Context: an optimization exercise on an open-source flow, tuned for small area, a short achievable clock period and few clock cycles per item. The choices shown serve that exercise and are no tape-out recipe.
In this exercise RTL edits were held to simulation tests only and were not proved equivalent to the original.
Power and IR drop assume default switching activity.

`flow/config.mk`:
```
export PLATFORM = sky130hd
export DESIGN_NAME = pwse
export DESIGN_NICKNAME = pwse
export VERILOG_FILES = /design/flow/design.v
export SDC_FILE = /design/flow/constraint.sdc
export NUM_CORES = 4
export LEC_CHECK = 0
export ABC_AREA = 1
export CAP_MARGIN = 40
export CORE_MARGIN = 2
export CORE_UTILIZATION = 45
export CTS_CLUSTER_DIAMETER = 80
export CTS_CLUSTER_SIZE = 25
export PLACE_DENSITY = 0.62
export SETUP_SLACK_MARGIN = 4.0
export SLEW_MARGIN = 45
```
`flow/constraint.sdc`:
```
create_clock -name core_clock -period 9.5 [get_ports {clk}]
set_input_delay 1.9000 -clock core_clock [delete_from_list [all_inputs] [get_ports {clk}]]
set_output_delay 1.9000 -clock core_clock [all_outputs]
set_load 0.01 [all_outputs]
```
`flow/design.v`:
```
module pwse_round (
    input  wire [255:0] st_in,
    input  wire [511:0] w_in,
    input  wire [63:0]  hk_in,    
    input  wire [31:0]  k_next,   
    output wire [255:0] st_out,
    output wire [511:0] w_out,
    output wire [63:0]  hk_out    
);
    function [31:0] rotr(input [31:0] x, input integer n);
        rotr = (x >> n) | (x << (32 - n));
    endfunction
    wire [31:0] a = st_in[255:224];
    wire [31:0] b = st_in[223:192];
    wire [31:0] c = st_in[191:160];
    wire [31:0] d = st_in[159:128];
    wire [31:0] e = st_in[127:96];
    wire [31:0] f = st_in[95:64];
    wire [31:0] g = st_in[63:32];
    wire [31:0] h = st_in[31:0];
    wire [31:0] w0  = w_in[511:480];
    wire [31:0] w1  = w_in[479:448];
    wire [31:0] w9  = w_in[223:192];
    wire [31:0] w14 = w_in[63:32];
    function [63:0] csa(input [31:0] x, input [31:0] y, input [31:0] z);
        csa = {x ^ y ^ z, ((x & y) | (x & z) | (y & z)) << 1};
    endfunction
    function [31:0] add32(input [31:0] x, input [31:0] y);
        reg [31:0] gg, pp, g2, p2;
        integer lvl, i;
        begin
            gg = x & y;
            pp = x ^ y;
            for (lvl = 1; lvl < 32; lvl = lvl * 2) begin
                g2 = gg; p2 = pp;
                for (i = lvl; i < 32; i = i + 1) begin
                    g2[i] = gg[i] | (pp[i] & gg[i-lvl]);
                    p2[i] = pp[i] & pp[i-lvl];
                end
                gg = g2; pp = p2;
            end
            add32 = (x ^ y) ^ {gg[30:0], 1'b0};
        end
    endfunction
    function [31:0] add32s(input [31:0] x, input [31:0] y);
        reg [31:0] gg, pp, g2, p2;
        integer lvl, i;
        begin
            gg = x & y;
            pp = x ^ y;
            for (lvl = 0; lvl < 5; lvl = lvl + 1) begin
                g2 = gg; p2 = pp;
                for (i = 0; i < 32; i = i + 1) begin
                    if ((i >> lvl) & 1) begin
                        g2[i] = gg[i] | (pp[i] & gg[((i >> lvl) << lvl) - 1]);
                        p2[i] = pp[i] & pp[((i >> lvl) << lvl) - 1];
                    end
                end
                gg = g2; pp = p2;
            end
            add32s = (x ^ y) ^ {gg[30:0], 1'b0};
        end
    endfunction
    function [31:0] add32b(input [31:0] x, input [31:0] y);
        reg [31:0] gg, pp;
        integer lvl, i;
        begin
            gg = x & y;
            pp = x ^ y;
            for (lvl = 0; lvl < 5; lvl = lvl + 1)
                for (i = 0; i < 32; i = i + 1)
                    if (((i + 1) % (2 << lvl)) == 0) begin
                        gg[i] = gg[i] | (pp[i] & gg[i - (1 << lvl)]);
                        pp[i] = pp[i] & pp[i - (1 << lvl)];
                    end
            for (lvl = 3; lvl >= 0; lvl = lvl - 1)
                for (i = 0; i < 32; i = i + 1)
                    if ((((i + 1) % (2 << lvl)) == (1 << lvl)) && (i >= (3 << lvl) - 1)) begin
                        gg[i] = gg[i] | (pp[i] & gg[i - (1 << lvl)]);
                        pp[i] = pp[i] & pp[i - (1 << lvl)];
                    end
            add32b = (x ^ y) ^ {gg[30:0], 1'b0};
        end
    endfunction
    wire [31:0] s1  = rotr(e, 6) ^ rotr(e, 11) ^ rotr(e, 25);
    wire [31:0] ch  = (e & f) ^ (~e & g);
    wire [31:0] s0  = rotr(a, 2) ^ rotr(a, 13) ^ rotr(a, 22);
    wire [31:0] maj = (a & b) ^ (a & c) ^ (b & c);
    wire [63:0] xa = csa(hk_in[63:32], hk_in[31:0], ch);
    wire [63:0] xb = csa(s1, s0, maj);
    wire [63:0] xc = csa(xa[63:32], xa[31:0], xb[63:32]);
    wire [63:0] xd = csa(xc[63:32], xc[31:0], xb[31:0]);
    wire [31:0] an = add32s(xd[63:32], xd[31:0]);
    wire [63:0] xe = csa(xa[63:32], xa[31:0], s1);
    wire [63:0] xf = csa(xe[63:32], xe[31:0], d);
    wire [31:0] en = add32s(xf[63:32], xf[31:0]);
    assign hk_out = csa(g, w1, k_next);
    wire [31:0] ws0  = rotr(w1, 7) ^ rotr(w1, 18) ^ (w1 >> 3);
    wire [31:0] ws1  = rotr(w14, 17) ^ rotr(w14, 19) ^ (w14 >> 10);
    wire [63:0] y1   = csa(w0, w9, ws0);
    wire [63:0] y2   = csa(y1[63:32], y1[31:0], ws1);
    wire [31:0] wnew = add32b(y2[63:32], y2[31:0]);
    assign st_out = {an, a, b, c, en, e, f, g};
    assign w_out  = {w_in[479:0], wnew};
endmodule
module pwse_k (
    input  wire [5:0]  t,
    output wire [31:0] k
);
    localparam [2047:0] KT = {
        32'hc67178f2, 32'hbef9a3f7, 32'ha4506ceb, 32'h90befffa,
        32'h8cc70208, 32'h84c87814, 32'h78a5636f, 32'h748f82ee,
        32'h682e6ff3, 32'h5b9cca4f, 32'h4ed8aa4a, 32'h391c0cb3,
        32'h34b0bcb5, 32'h2748774c, 32'h1e376c08, 32'h19a4c116,
        32'h106aa070, 32'hf40e3585, 32'hd6990624, 32'hd192e819,
        32'hc76c51a3, 32'hc24b8b70, 32'ha81a664b, 32'ha2bfe8a1,
        32'h92722c85, 32'h81c2c92e, 32'h766a0abb, 32'h650a7354,
        32'h53380d13, 32'h4d2c6dfc, 32'h2e1b2138, 32'h27b70a85,
        32'h14292967, 32'h06ca6351, 32'hd5a79147, 32'hc6e00bf3,
        32'hbf597fc7, 32'hb00327c8, 32'ha831c66d, 32'h983e5152,
        32'h76f988da, 32'h5cb0a9dc, 32'h4a7484aa, 32'h2de92c6f,
        32'h240ca1cc, 32'h0fc19dc6, 32'hefbe4786, 32'he49b69c1,
        32'hc19bf174, 32'h9bdc06a7, 32'h80deb1fe, 32'h72be5d74,
        32'h550c7dc3, 32'h243185be, 32'h12835b01, 32'hd807aa98,
        32'hab1c5ed5, 32'h923f82a4, 32'h59f111f1, 32'h3956c25b,
        32'he9b5dba5, 32'hb5c0fbcf, 32'h71374491, 32'h428a2f98
    };
    assign k = KT[32*t +: 32];
endmodule
module pwse (
    input  wire        clk,
    input  wire        rst_n,
    input  wire        bus_sel,
    input  wire        bus_we,
    input  wire [7:0]  bus_addr,
    input  wire [3:0]  bus_be,
    input  wire [31:0] bus_wdata,
    output reg  [31:0] bus_rdata,
    output wire        bus_err,
    output wire        irq
);
    localparam [31:0] ID_VAL  = 32'h50575345;
    localparam [31:0] CFG_VAL = 32'h20100120;
    localparam [7:0] OP_NOP       = 8'h00;
    localparam [7:0] OP_SRST      = 8'h01;
    localparam [7:0] OP_ABORT     = 8'h02;
    localparam [7:0] OP_SEEDCLR   = 8'h10;
    localparam [7:0] OP_SEEDB     = 8'h11;
    localparam [7:0] OP_SETTGT    = 8'h20;
    localparam [7:0] OP_SETTGTDEF = 8'h21;
    localparam [7:0] OP_SEARCH    = 8'h30;
    localparam [7:0] OP_VERIFY    = 8'h31;
    localparam [1:0] MODE_IDLE   = 2'd0;
    localparam [1:0] MODE_SEARCH = 2'd1;
    localparam [1:0] MODE_VERIFY = 2'd2;
    localparam [255:0] IV = {
        32'h6a09e667, 32'hbb67ae85, 32'h3c6ef372, 32'ha54ff53a,
        32'h510e527f, 32'h9b05688c, 32'h1f83d9ab, 32'h5be0cd19
    };
    localparam integer P    = 8;
    localparam integer LP   = 3;             
    localparam integer PB   = 7 - LP;        
    localparam [PB-1:0] PASS_H2   = 64 / P;  
    localparam [PB-1:0] PASS_LAST = 128 / P - 1;
    reg [1:0]   mode;
    reg [6:1]   status;           
    reg [6:1]   irq_en;
    reg [3:0]   err_code;
    reg [7:0]   err_exp;
    reg [8:0]   err_act;
    reg [63:0]  nonce;
    reg [7:0]   target;
    reg [7:0]   seed_cnt;
    reg [255:0] seed;             
    reg [63:0]  iters;
    reg [63:0]  res_nonce;
    reg [7:0]   res_tgt;
    reg [8:0]   res_lzc;
    reg [255:0] res_digest;       
    reg [63:0]  inext;            
    reg         vissued;          
    reg [P-1:0]    rv;            
    reg [P*PB-1:0] rp;            
    reg [P*256-1:0] rs;           
    reg [P*512-1:0] rw;           
    reg [P*64-1:0]  rh;           
    reg         dvalid;           
    reg [255:0] chk_raw;          
    wire busy = (mode != MODE_IDLE);
    wire acc_ok = (bus_addr[1:0] == 2'b00) && (bus_be == 4'hF);
    assign bus_err = bus_sel && !acc_ok;
    wire rd = bus_sel && acc_ok && !bus_we;
    wire wr = bus_sel && acc_ok && bus_we;
    wire [31:0] wd = bus_wdata;
    wire [7:0] opc  = wd[7:0];
    wire [7:0] imm8 = wd[15:8];
    wire fmt_n_ok = (wd[31:8] == 24'd0);
    wire fmt_i_ok = (wd[31:16] == 16'd0);
    wire cmd_wr   = wr && (bus_addr == 8'h08);
    wire is_nop       = (opc == OP_NOP)       && fmt_n_ok;
    wire is_srst      = (opc == OP_SRST)      && fmt_n_ok;
    wire is_abort     = (opc == OP_ABORT)     && fmt_n_ok;
    wire is_seedclr   = (opc == OP_SEEDCLR)   && fmt_n_ok;
    wire is_seedb     = (opc == OP_SEEDB)     && fmt_i_ok;
    wire is_settgt    = (opc == OP_SETTGT)    && fmt_i_ok;
    wire is_settgtdef = (opc == OP_SETTGTDEF) && fmt_n_ok;
    wire is_search    = (opc == OP_SEARCH)    && fmt_n_ok;
    wire is_verify    = (opc == OP_VERIFY)    && fmt_n_ok;
    wire is_legal = is_nop | is_srst | is_abort | is_seedclr | is_seedb |
                    is_settgt | is_settgtdef | is_search | is_verify;
    wire do_srst  = cmd_wr && is_srst;
    wire do_abort = cmd_wr && is_abort && busy;
    function [31:0] bswap(input [31:0] x);
        bswap = {x[7:0], x[15:8], x[23:16], x[31:24]};
    endfunction
    function [31:0] rotr(input [31:0] x, input integer n);
        rotr = (x >> n) | (x << (32 - n));
    endfunction
    function [63:0] csa(input [31:0] x, input [31:0] y, input [31:0] z);
        csa = {x ^ y ^ z, ((x & y) | (x & z) | (y & z)) << 1};
    endfunction
    wire [63:0] nonce_p1 = nonce + 64'd1;
    wire [P*256-1:0] ns;          
    wire [P*512-1:0] nw;          
    wire [P*64-1:0]  nh;          
    genvar gi;
    generate
        for (gi = 0; gi < P; gi = gi + 1) begin : g_stage
            wire [PB-1:0] pass = rp[gi*PB +: PB];
            wire [6:0]  tn = {pass, gi[LP-1:0]} + 7'd1;
            wire [31:0] k_next;
            wire [255:0] st_r;
            wire [511:0] w_r;
            wire [63:0]  h_r;
            pwse_k u_k (.t(tn[5:0]), .k(k_next));
            pwse_round u_round (.st_in(rs[gi*256 +: 256]), .w_in(rw[gi*512 +: 512]),
                                .hk_in(rh[gi*64 +: 64]), .k_next(k_next),
                                .st_out(st_r), .w_out(w_r), .hk_out(h_r));
            if (gi == 0) begin : g_h2
                wire h2s = (pass == PASS_H2);
                wire [31:0] w3c = w_r[415:384] + (h2s ? IV[127:96] : 32'd0);
                assign ns[255:0] = st_r;
                assign nw[511:0] = {w_r[511:416], w3c, w_r[383:256],
                                    h2s ? 32'd0 : w_r[255:224], w_r[223:0]};
                assign nh[63:0]  = h_r;
            end else begin : g_norm
                assign ns[gi*256 +: 256] = st_r;
                assign nw[gi*512 +: 512] = w_r;
                assign nh[gi*64 +: 64] = h_r;
            end
        end
    endgenerate
    wire [PB-1:0] tail_pass = rp[(P-1)*PB +: PB];
    wire tail_fin  = rv[P-1] && (tail_pass == PASS_LAST);
    wire tail_cont = rv[P-1] && !tail_fin;
    wire tail_h1   = rv[P-1] && (tail_pass == PASS_H2 - 1'b1);   
    wire [255:0] tail_rs = rs[(P-1)*256 +: 256];
    wire [255:0] tail_ns = ns[(P-1)*256 +: 256];
    wire [511:0] block2 = {
        tail_ns[255:224],
        IV[223:192] + tail_rs[255:224],
        IV[191:160] + tail_rs[223:192],
        IV[159:128] + tail_rs[191:160],
        tail_ns[127:96],
        IV[95:64]   + tail_rs[127:96],
        IV[63:32]   + tail_rs[95:64],
        IV[31:0]    + tail_rs[63:32],
        32'h80000000, IV[255:224], 32'h0, 32'h0, 32'h0, 32'h0, 32'h0, 32'h00000100
    };
    localparam [31:0] HK2C = 32'h0874e318;
    wire issue     = busy && !tail_cont &&
                     ((mode == MODE_SEARCH) || !vissued);
    wire [511:0] block1 = {
        bswap(seed[31:0]),    bswap(seed[63:32]),   bswap(seed[95:64]),   bswap(seed[127:96]),
        bswap(seed[159:128]), bswap(seed[191:160]), bswap(seed[223:192]), bswap(seed[255:224]),
        bswap(inext[31:0]), bswap(inext[63:32]),
        32'h80000000, 32'h0, 32'h0, 32'h0, 32'h0, 32'h00000140
    };
    always @(posedge clk) begin
        rs[P*256-1:256] <= ns[(P-1)*256-1:0];
        rw[P*512-1:512] <= nw[(P-1)*512-1:0];
        rh[P*64-1:64] <= nh[(P-1)*64-1:0];
        if (tail_h1) begin
            rs[255:0] <= IV;
            rw[511:0] <= block2;
            rh[63:0]  <= {tail_ns[255:224], HK2C};
        end else if (tail_cont) begin
            rs[255:0] <= ns[(P-1)*256 +: 256];
            rw[511:0] <= nw[(P-1)*512 +: 512];
            rh[63:0]  <= nh[(P-1)*64 +: 64];
        end else begin
            rs[255:0] <= IV;
            rw[511:0] <= block1;
            rh[63:0]  <= csa(IV[31:0], block1[511:480], 32'h428a2f98);
        end
        chk_raw <= block2[511:256];
    end
    wire [255:0] dig;             
    genvar gd;
    generate
        for (gd = 0; gd < 8; gd = gd + 1) begin : g_dig
            if (gd == 0 || gd == 4) begin : g_add
                assign dig[255 - 32*gd -: 32] = IV[255 - 32*gd -: 32] + chk_raw[255 - 32*gd -: 32];
            end else begin : g_done
                assign dig[255 - 32*gd -: 32] = chk_raw[255 - 32*gd -: 32];
            end
        end
    endgenerate
    wire [255:0] lz_z0 = ~dig;
    wire [127:0] lz_z1;
    wire [127:0] lz_c1;
    wire [63:0] lz_z2;
    wire [127:0] lz_c2;
    wire [31:0] lz_z3;
    wire [95:0] lz_c3;
    wire [15:0] lz_z4;
    wire [63:0] lz_c4;
    wire [7:0] lz_z5;
    wire [39:0] lz_c5;
    wire [3:0] lz_z6;
    wire [23:0] lz_c6;
    wire [1:0] lz_z7;
    wire [13:0] lz_c7;
    wire [0:0] lz_z8;
    wire [7:0] lz_c8;
    genvar gl;
    generate
        for (gl = 0; gl < 128; gl = gl + 1) begin : g_lz1
            assign lz_z1[gl] = lz_z0[2*gl+1] & lz_z0[2*gl];
            assign lz_c1[gl] = lz_z0[2*gl+1];
        end
        for (gl = 0; gl < 64; gl = gl + 1) begin : g_lz2
            assign lz_z2[gl] = lz_z1[2*gl+1] & lz_z1[2*gl];
            assign lz_c2[2*gl +: 2] = lz_z1[2*gl+1] ? {1'b1, lz_c1[1*(2*gl) +: 1]}
                                               : {1'b0, lz_c1[1*(2*gl+1) +: 1]};
        end
        for (gl = 0; gl < 32; gl = gl + 1) begin : g_lz3
            assign lz_z3[gl] = lz_z2[2*gl+1] & lz_z2[2*gl];
            assign lz_c3[3*gl +: 3] = lz_z2[2*gl+1] ? {1'b1, lz_c2[2*(2*gl) +: 2]}
                                               : {1'b0, lz_c2[2*(2*gl+1) +: 2]};
        end
        for (gl = 0; gl < 16; gl = gl + 1) begin : g_lz4
            assign lz_z4[gl] = lz_z3[2*gl+1] & lz_z3[2*gl];
            assign lz_c4[4*gl +: 4] = lz_z3[2*gl+1] ? {1'b1, lz_c3[3*(2*gl) +: 3]}
                                               : {1'b0, lz_c3[3*(2*gl+1) +: 3]};
        end
        for (gl = 0; gl < 8; gl = gl + 1) begin : g_lz5
            assign lz_z5[gl] = lz_z4[2*gl+1] & lz_z4[2*gl];
            assign lz_c5[5*gl +: 5] = lz_z4[2*gl+1] ? {1'b1, lz_c4[4*(2*gl) +: 4]}
                                               : {1'b0, lz_c4[4*(2*gl+1) +: 4]};
        end
        for (gl = 0; gl < 4; gl = gl + 1) begin : g_lz6
            assign lz_z6[gl] = lz_z5[2*gl+1] & lz_z5[2*gl];
            assign lz_c6[6*gl +: 6] = lz_z5[2*gl+1] ? {1'b1, lz_c5[5*(2*gl) +: 5]}
                                               : {1'b0, lz_c5[5*(2*gl+1) +: 5]};
        end
        for (gl = 0; gl < 2; gl = gl + 1) begin : g_lz7
            assign lz_z7[gl] = lz_z6[2*gl+1] & lz_z6[2*gl];
            assign lz_c7[7*gl +: 7] = lz_z6[2*gl+1] ? {1'b1, lz_c6[6*(2*gl) +: 6]}
                                               : {1'b0, lz_c6[6*(2*gl+1) +: 6]};
        end
        for (gl = 0; gl < 1; gl = gl + 1) begin : g_lz8
            assign lz_z8[gl] = lz_z7[2*gl+1] & lz_z7[2*gl];
            assign lz_c8[8*gl +: 8] = lz_z7[2*gl+1] ? {1'b1, lz_c7[7*(2*gl) +: 7]}
                                               : {1'b0, lz_c7[7*(2*gl+1) +: 7]};
        end
    endgenerate
    wire [8:0] lzc = lz_z8[0] ? 9'd256 : {1'b0, lz_c8};
    reg [255:0] tmask;
    integer m;
    always @(*) begin
        for (m = 0; m < 256; m = m + 1)
            tmask[255 - m] = (m < target);
    end
    wire meets = ~|(dig & tmask);
    wire [255:0] digest_le;
    genvar gw;
    generate
        for (gw = 0; gw < 8; gw = gw + 1) begin : g_dle
            assign digest_le[32*gw +: 32] = bswap(dig[255 - 32*gw -: 32]);
        end
    endgenerate
    wire [63:0] cand = (mode == MODE_SEARCH) ? nonce_p1 : nonce;
    always @(posedge clk) begin
        if (!rst_n || do_srst) begin
            mode       <= MODE_IDLE;
            status     <= 6'd0;
            irq_en     <= 6'd0;
            err_code   <= 4'd0;
            err_exp    <= 8'd0;
            err_act    <= 9'd0;
            nonce      <= 64'd0;
            target     <= 8'd16;
            seed_cnt   <= 8'd0;
            seed       <= 256'd0;
            iters      <= 64'd0;
            res_nonce  <= 64'd0;
            res_tgt    <= 8'd0;
            res_lzc    <= 9'd0;
            res_digest <= 256'd0;
            vissued    <= 1'b0;
            dvalid     <= 1'b0;
            rv         <= {P{1'b0}};
            rp         <= {P*PB{1'b0}};
        end else begin
            rv[P-1:1] <= rv[P-2:0] & {(P-1){busy}};
            rp[P*PB-1:PB] <= rp[(P-1)*PB-1:0];
            rv[0]  <= (tail_cont || issue) && busy;
            rp[PB-1:0] <= tail_cont ? tail_pass + 1'b1 : {PB{1'b0}};
            dvalid <= tail_fin && busy;
            if (issue) begin
                inext   <= inext + 64'd1;
                vissued <= 1'b1;
            end
            if (wr) begin
                case (bus_addr)
                    8'h08: begin
                        if (is_nop || is_abort) begin
                        end else if (busy) begin
                            status[5] <= 1'b1;
                        end else if (!is_legal) begin
                            status[2] <= 1'b1;
                            err_code  <= 4'd4;
                            err_exp   <= 8'd0;
                            err_act   <= {1'b0, opc};
                        end else if (is_seedclr) begin
                            seed     <= 256'd0;
                            seed_cnt <= 8'd0;
                        end else if (is_seedb) begin
                            if (seed_cnt < 8'd32)
                                seed[8*seed_cnt[4:0] +: 8] <= imm8;
                            if (seed_cnt != 8'd255)
                                seed_cnt <= seed_cnt + 8'd1;
                        end else if (is_settgt) begin
                            target <= imm8;
                            if (imm8 == 8'd0) begin
                                status[2] <= 1'b1;
                                err_code  <= 4'd2;
                                err_exp   <= 8'd1;
                                err_act   <= 9'd0;
                            end
                        end else if (is_settgtdef) begin
                            target <= 8'd16;
                        end else if (is_search || is_verify) begin
                            status[1] <= 1'b0;
                            status[2] <= 1'b0;
                            status[3] <= 1'b0;
                            status[4] <= 1'b0;
                            status[6] <= 1'b0;
                            err_code  <= 4'd0;
                            err_exp   <= 8'd0;
                            err_act   <= 9'd0;
                            iters     <= 64'd0;
                            if (target == 8'd0) begin
                                status[2] <= 1'b1;
                                err_code  <= 4'd2;
                                err_exp   <= 8'd1;
                                err_act   <= 9'd0;
                            end else if (seed_cnt != 8'd32) begin
                                status[2] <= 1'b1;
                                err_code  <= 4'd1;
                                err_exp   <= 8'd32;
                                err_act   <= {1'b0, seed_cnt};
                            end else begin
                                mode    <= is_search ? MODE_SEARCH : MODE_VERIFY;
                                inext   <= is_search ? nonce_p1 : nonce;
                                vissued <= 1'b0;
                            end
                        end
                    end
                    8'h0C: begin
                        if (wd[1]) status[1] <= 1'b0;
                        if (wd[2]) status[2] <= 1'b0;
                        if (wd[3]) status[3] <= 1'b0;
                        if (wd[4]) status[4] <= 1'b0;
                        if (wd[5]) status[5] <= 1'b0;
                        if (wd[6]) status[6] <= 1'b0;
                    end
                    8'h10: irq_en <= wd[6:1];
                    8'h18: if (busy) status[5] <= 1'b1; else nonce[31:0]  <= wd;
                    8'h1C: if (busy) status[5] <= 1'b1; else nonce[63:32] <= wd;
                    default: ;
                endcase
            end
            if (busy) begin
                if (do_abort) begin
                    mode      <= MODE_IDLE;
                    status[6] <= 1'b1;
                end else if (dvalid) begin
                    if (mode == MODE_SEARCH) begin
                        nonce <= cand;
                        iters <= iters + 64'd1;
                        if (cand == 64'h8000_0000_0000_0000)
                            status[4] <= 1'b1;
                    end else begin
                        iters <= 64'd1;
                    end
                    if (meets) begin
                        res_nonce  <= cand;
                        res_tgt    <= target;
                        res_lzc    <= lzc;
                        res_digest <= digest_le;
                        status[1]  <= 1'b1;
                        if (mode == MODE_SEARCH && $signed(cand) > $signed(64'd500000))
                            status[3] <= 1'b1;
                        mode <= MODE_IDLE;
                    end else if (mode == MODE_VERIFY) begin
                        status[2] <= 1'b1;
                        err_code  <= 4'd3;
                        err_exp   <= target;
                        err_act   <= lzc;
                        mode      <= MODE_IDLE;
                    end
                end
            end
        end
    end
    reg [31:0] rd_lo, rd_hi;
    always @(*) begin
        case (bus_addr[4:2])
            3'd0: rd_lo = ID_VAL;
            3'd1: rd_lo = CFG_VAL;
            3'd2: rd_lo = 32'd0;
            3'd3: rd_lo = {25'd0, status, busy};
            3'd4: rd_lo = {25'd0, irq_en, 1'b0};
            3'd5: rd_lo = {7'd0, err_act, err_exp, 4'd0, err_code};
            3'd6: rd_lo = nonce[31:0];
            default: rd_lo = nonce[63:32];
        endcase
        case (bus_addr[4:2])
            3'd0: rd_hi = {24'd0, target};
            3'd1: rd_hi = {24'd0, seed_cnt};
            3'd2: rd_hi = iters[31:0];
            3'd3: rd_hi = iters[63:32];
            3'd4: rd_hi = res_nonce[31:0];
            3'd5: rd_hi = res_nonce[63:32];
            3'd6: rd_hi = {7'd0, res_lzc, 8'd0, res_tgt};
            default: rd_hi = 32'd0;
        endcase
    end
    wire [31:0] rd_seed = seed[32*bus_addr[4:2] +: 32];
    wire [31:0] rd_dig  = res_digest[32*bus_addr[4:2] +: 32];
    wire [31:0] rd_low  = bus_addr[5] ? rd_hi  : rd_lo;
    wire [31:0] rd_high = bus_addr[5] ? rd_dig : rd_seed;
    wire [31:0] rd_any  = bus_addr[6] ? rd_high : rd_low;
    always @(*) bus_rdata = rd_any & {32{~bus_addr[7]}};
    assign irq = |(status & irq_en);
endmodule
```
`flow/run.sh`:
```
#!/bin/bash
# synth_recipe.tcl (not shown) runs the flow's synth.tcl, then flattens the netlist and writes it again
# the make line also repeats each setting of config.mk as NAME=value (left out here)
make -C /OpenROAD-flow-scripts/flow DESIGN_CONFIG=/design/flow/config.mk WORK_HOME=/design/flow/orfs CLKGATE_MAP_FILE= SYNTH_SCRIPT=/design/flow/synth_recipe.tcl finish
```
==> run notes <==
status complete, no violations; reg-to-reg setup timing slack 3.76 ns; Post-Synthesis Cells 32600; hold path endpoint rw[1124]$_DFF_P_; Critical Path Sink Type primary output; CP max FO 4; Overall Global Routing Usage 51.9%; crit path DAT 4.10 ns; P_leak 157 nW; num rows 308; port buffer count 81; Max Slew Vio Count 0; Fin Setup TNS 0 ns; CTS tree yes; non-filler cells, final 43500; synthesized area per cell 9.72 um2; DP Cell Count 41700; WP data required between 7 and 8 ns; Synth Net Count about 36000; DIE AREA 710000 um2; total core area roughly 700000 um2; critical path cell sequence buf_12, nor2_4, inv_6, buf_12, buf_16, o22ai_4, a21oi_2, o211ai_1, a21oi_2, a211oi_4, buf_4, nor3_2, buf_2; wire per inst 43.9 um; largest net degree at the start of global routing 133; DR pass1 iterations 10; chip width between 800 and 900 um; post-layout min period 6.00 ns; first-pass GRT wire length 2370 mm; mapped cell area 317000 um2; Die Y 843 um; number of vias per cell 5.95; RSZ-0062 raised after global routing true; final hold vios 0; Final #Nets between 30000 and 40000; Main synth FF type dfxtp_1; Final Total Pwr 59.2 mW; Tightest Hold Check Type flop to flop; Fmax 0.167 GHz; gpl congestion ~1.2; total clock sinks about 7500; clk latency of the worst-skew pair 1.23 ns; HP Start rw[580]$_DFF_P_; EDFF count, synth 64; cell family with most CP delay compound AO/OA/AOI/OAI gates; Tcrit/Tclk final about 63%; setup violators final 0; starting DRC count in detailed routing 44100; Worst path max stage delay 0.56 ns; sequential area share after synthesis 47.8%; share of post-route cells with drive strength above 1 9.39%; Layout area overhead 13.5%; H-tree levels 5; CP Class input port to primary output; I/O Pins 82; initial antenna violation count 550; Initial Util 45.1%; FF+latch count, synth approximately 7500; Worst Clk Skew 0.105 ns; slew margin rel. a little over a quarter; worst r2r path cells 24; Yosys warnings 2; Reg2Reg Launch Point rw[1069]$_DFF_P_; most common cell after layout, fill and taps aside dfxtp_1; Routed Antenna Nets 0; Distinct cells, synth 67; WL final 1910 mm; Reg2Reg Capture Point rw[1567]$_DFF_P_; slowest stage cell, crit path a211oi_4; DR vias ~260k; CTS buffer count between 400 and 500; vias in the first global route ~230k; Peak VDD IR 204 uV; P per Cell Area 165 nW/um2; number of max-cap violations 0; DRC violations left 0; Worst-path clk slew about 0.10 ns; Worst Max-Slew Pin Slew 1.11 ns; most frequent cells in the layout dfxtp_1, inv_1, nand2_1; CP bufs+invs 6; Clock Tree Buf Depth 4; asr flop ratio synth 0%; startpoint class of the critical path input port; grt ovf 0; Worst Hold Path Cells 0; Final HPWL DP 1580 mm; Root Buffer clkbuf_16; CTS Hold Bufs 0
==> flip-flops by register name (all words and copies together) (netlist names), 4 cells and up <==
name	cells
chk_raw	256
err_act	9
err_code	4
err_exp	8
inext	64
irq_en	6
iters	64
nonce	64
res_digest	256
res_lzc	9
res_nonce	64
res_tgt	8
rh	504
rp	32
rs	1792
rv	8
rw	4096
seed	256
seed_cnt	8
status	6
target	8
==> metal layers <==
layer	routed length, um	vias up	track usage (%)
met5	6310	-	4.14
met4	180000	239	39.8
met3	337000	5407	32.8
met2	687000	23600	63.6
met1	699000	128000	63.3
li1	-	102000	-
==> metrics by stage <==
| step | util, % | setup slack (ns) | cell area (um2) | hold WS (ns) |
|---|---|---|---|---|
| after floorplan | - | 3.99 | 317000 | 0.310 |
| after global placement | 47.2 | 1.37 | 332000 | 0.310 |
| after detailed placement | 47.5 | 1.66 | 334000 | 0.312 |
| after CTS | 50.4 | 3.72 | 354000 | 0.288 |
| after global routing | 51.0 | 3.59 | 358000 | 0.293 |
| final | 51.2 | 3.50 | 359000 | 0.284 |
==> how the worst max path moves through the flow <==
stage	startpoint	endpoint	slack, ns	cells past startpoint
5_1_grt	bus_addr[3]	bus_rdata[13]	3.59	13
2_1_floorplan	bus_addr[3]	bus_rdata[2]	3.99	11
6_report	bus_addr[3]	bus_rdata[13]	3.50	13
3_3_place_gp	bus_addr[3]	bus_rdata[6]	1.37	13
3_5_place_dp	bus_addr[4]	bus_rdata[14]	1.66	10
4_1_cts	bus_addr[3]	bus_rdata[22]	3.72	14
==> power by group <==
group | leakage [nW] | switching (mW) | internal, mW | total, mW
registers | 61.3 | 0.519 | 32.1 | 32.6
logic | 88.4 | 2.55 | 1.17 | 3.73
clock network | 7.56 | 13.0 | 9.91 | 22.9
total | 157 | 16.1 | 43.2 | 59.2
==> cell families after synthesis <==
logic type	share of synthesized area, %
buffers and inverters	8.51
AND/OR/NAND/NOR	9.49
multiplexers	0.0917
adder cells (fa/ha/maj)	18.3
flip-flops	47.8
XOR/XNOR	7.96
AO/OA/AOI/OAI	7.89
==> repair_timing <==
action | CTS | global route
buffers inserted | 135 | 141
gates resized for setup | 907 | 500
hold endpoints to repair | 0 | 0
pin swaps | 130 | 109
endpoints found under the setup margin | 727 | 550
gates cloned | 30 | 5
==> cell usage after synthesis, drive strengths merged, types with 36 or more instances <==
cell / instances / share of area [%]
a211oi: 83 / 0.20
a21o: 36 / 0.085
a21oi: 1784 / 2.8
a221oi: 63 / 0.17
a31oi: 126 / 0.25
buf: 141 / 0.22
clkbuf: 810 / 0.96
dfxtp: 7462 / 47
edfxtp: 64 / 0.61
fa: 2367 / 15
ha: 829 / 3.3
inv: 6168 / 7.3
nand2: 3687 / 4.4
nand3: 984 / 1.6
nand4: 156 / 0.31
nor2: 2127 / 2.5
nor3: 217 / 0.34
nor4: 58 / 0.12
o211ai: 160 / 0.38
o21ai: 1568 / 2.5
o21bai: 243 / 0.58
o221ai: 47 / 0.13
o22ai: 164 / 0.32
or2: 63 / 0.12
xnor2: 1122 / 3.1
xor2: 1755 / 4.9
==> layout make-up <==
class                           instances  area, um2
Fill cell                           64800     343000
Sequential cell                      7526     152000
Antenna cell                          708       1770
Timing Repair inverter                  8        111
Tap cell                             9300      11600
Multi-Input combinational cell      17900     144000
Clock buffer                          490      11700
Clock inverter                        252       4010
Timing Repair Buffer                 1089      10700
Inverter                             6181      23600
Testbench counts, summed over its fixed seeds: cycles 225,047, items 13,535.

==> re-timing with driven ports <==
In the flow no input, the clock included, has a driving cell. The finished layout below was timed again as built, in two steps.
Step 1, drivers: a clkbuf_16 drives clk and a buf_2 each remaining input, both assumed.
Step 2 adds t to the input delays and takes it off the output delays; t is the mean of the earliest and latest rising clock arrival at the registers after step 1. Input paths then give back, and output paths get back, about the clock's delay inside the block.
Three values: ideal, step 1, step 2; two values: the first two.
t (ns): 1.327
setup slack, ns: 3.500 / 3.444 / 2.776
worst slew at a driven data input, ns: 0.16
After both steps this run still meets setup and hold. For this run, drivers alone change the setup slack by -0.056 ns; drivers and shift together by -0.724 ns.
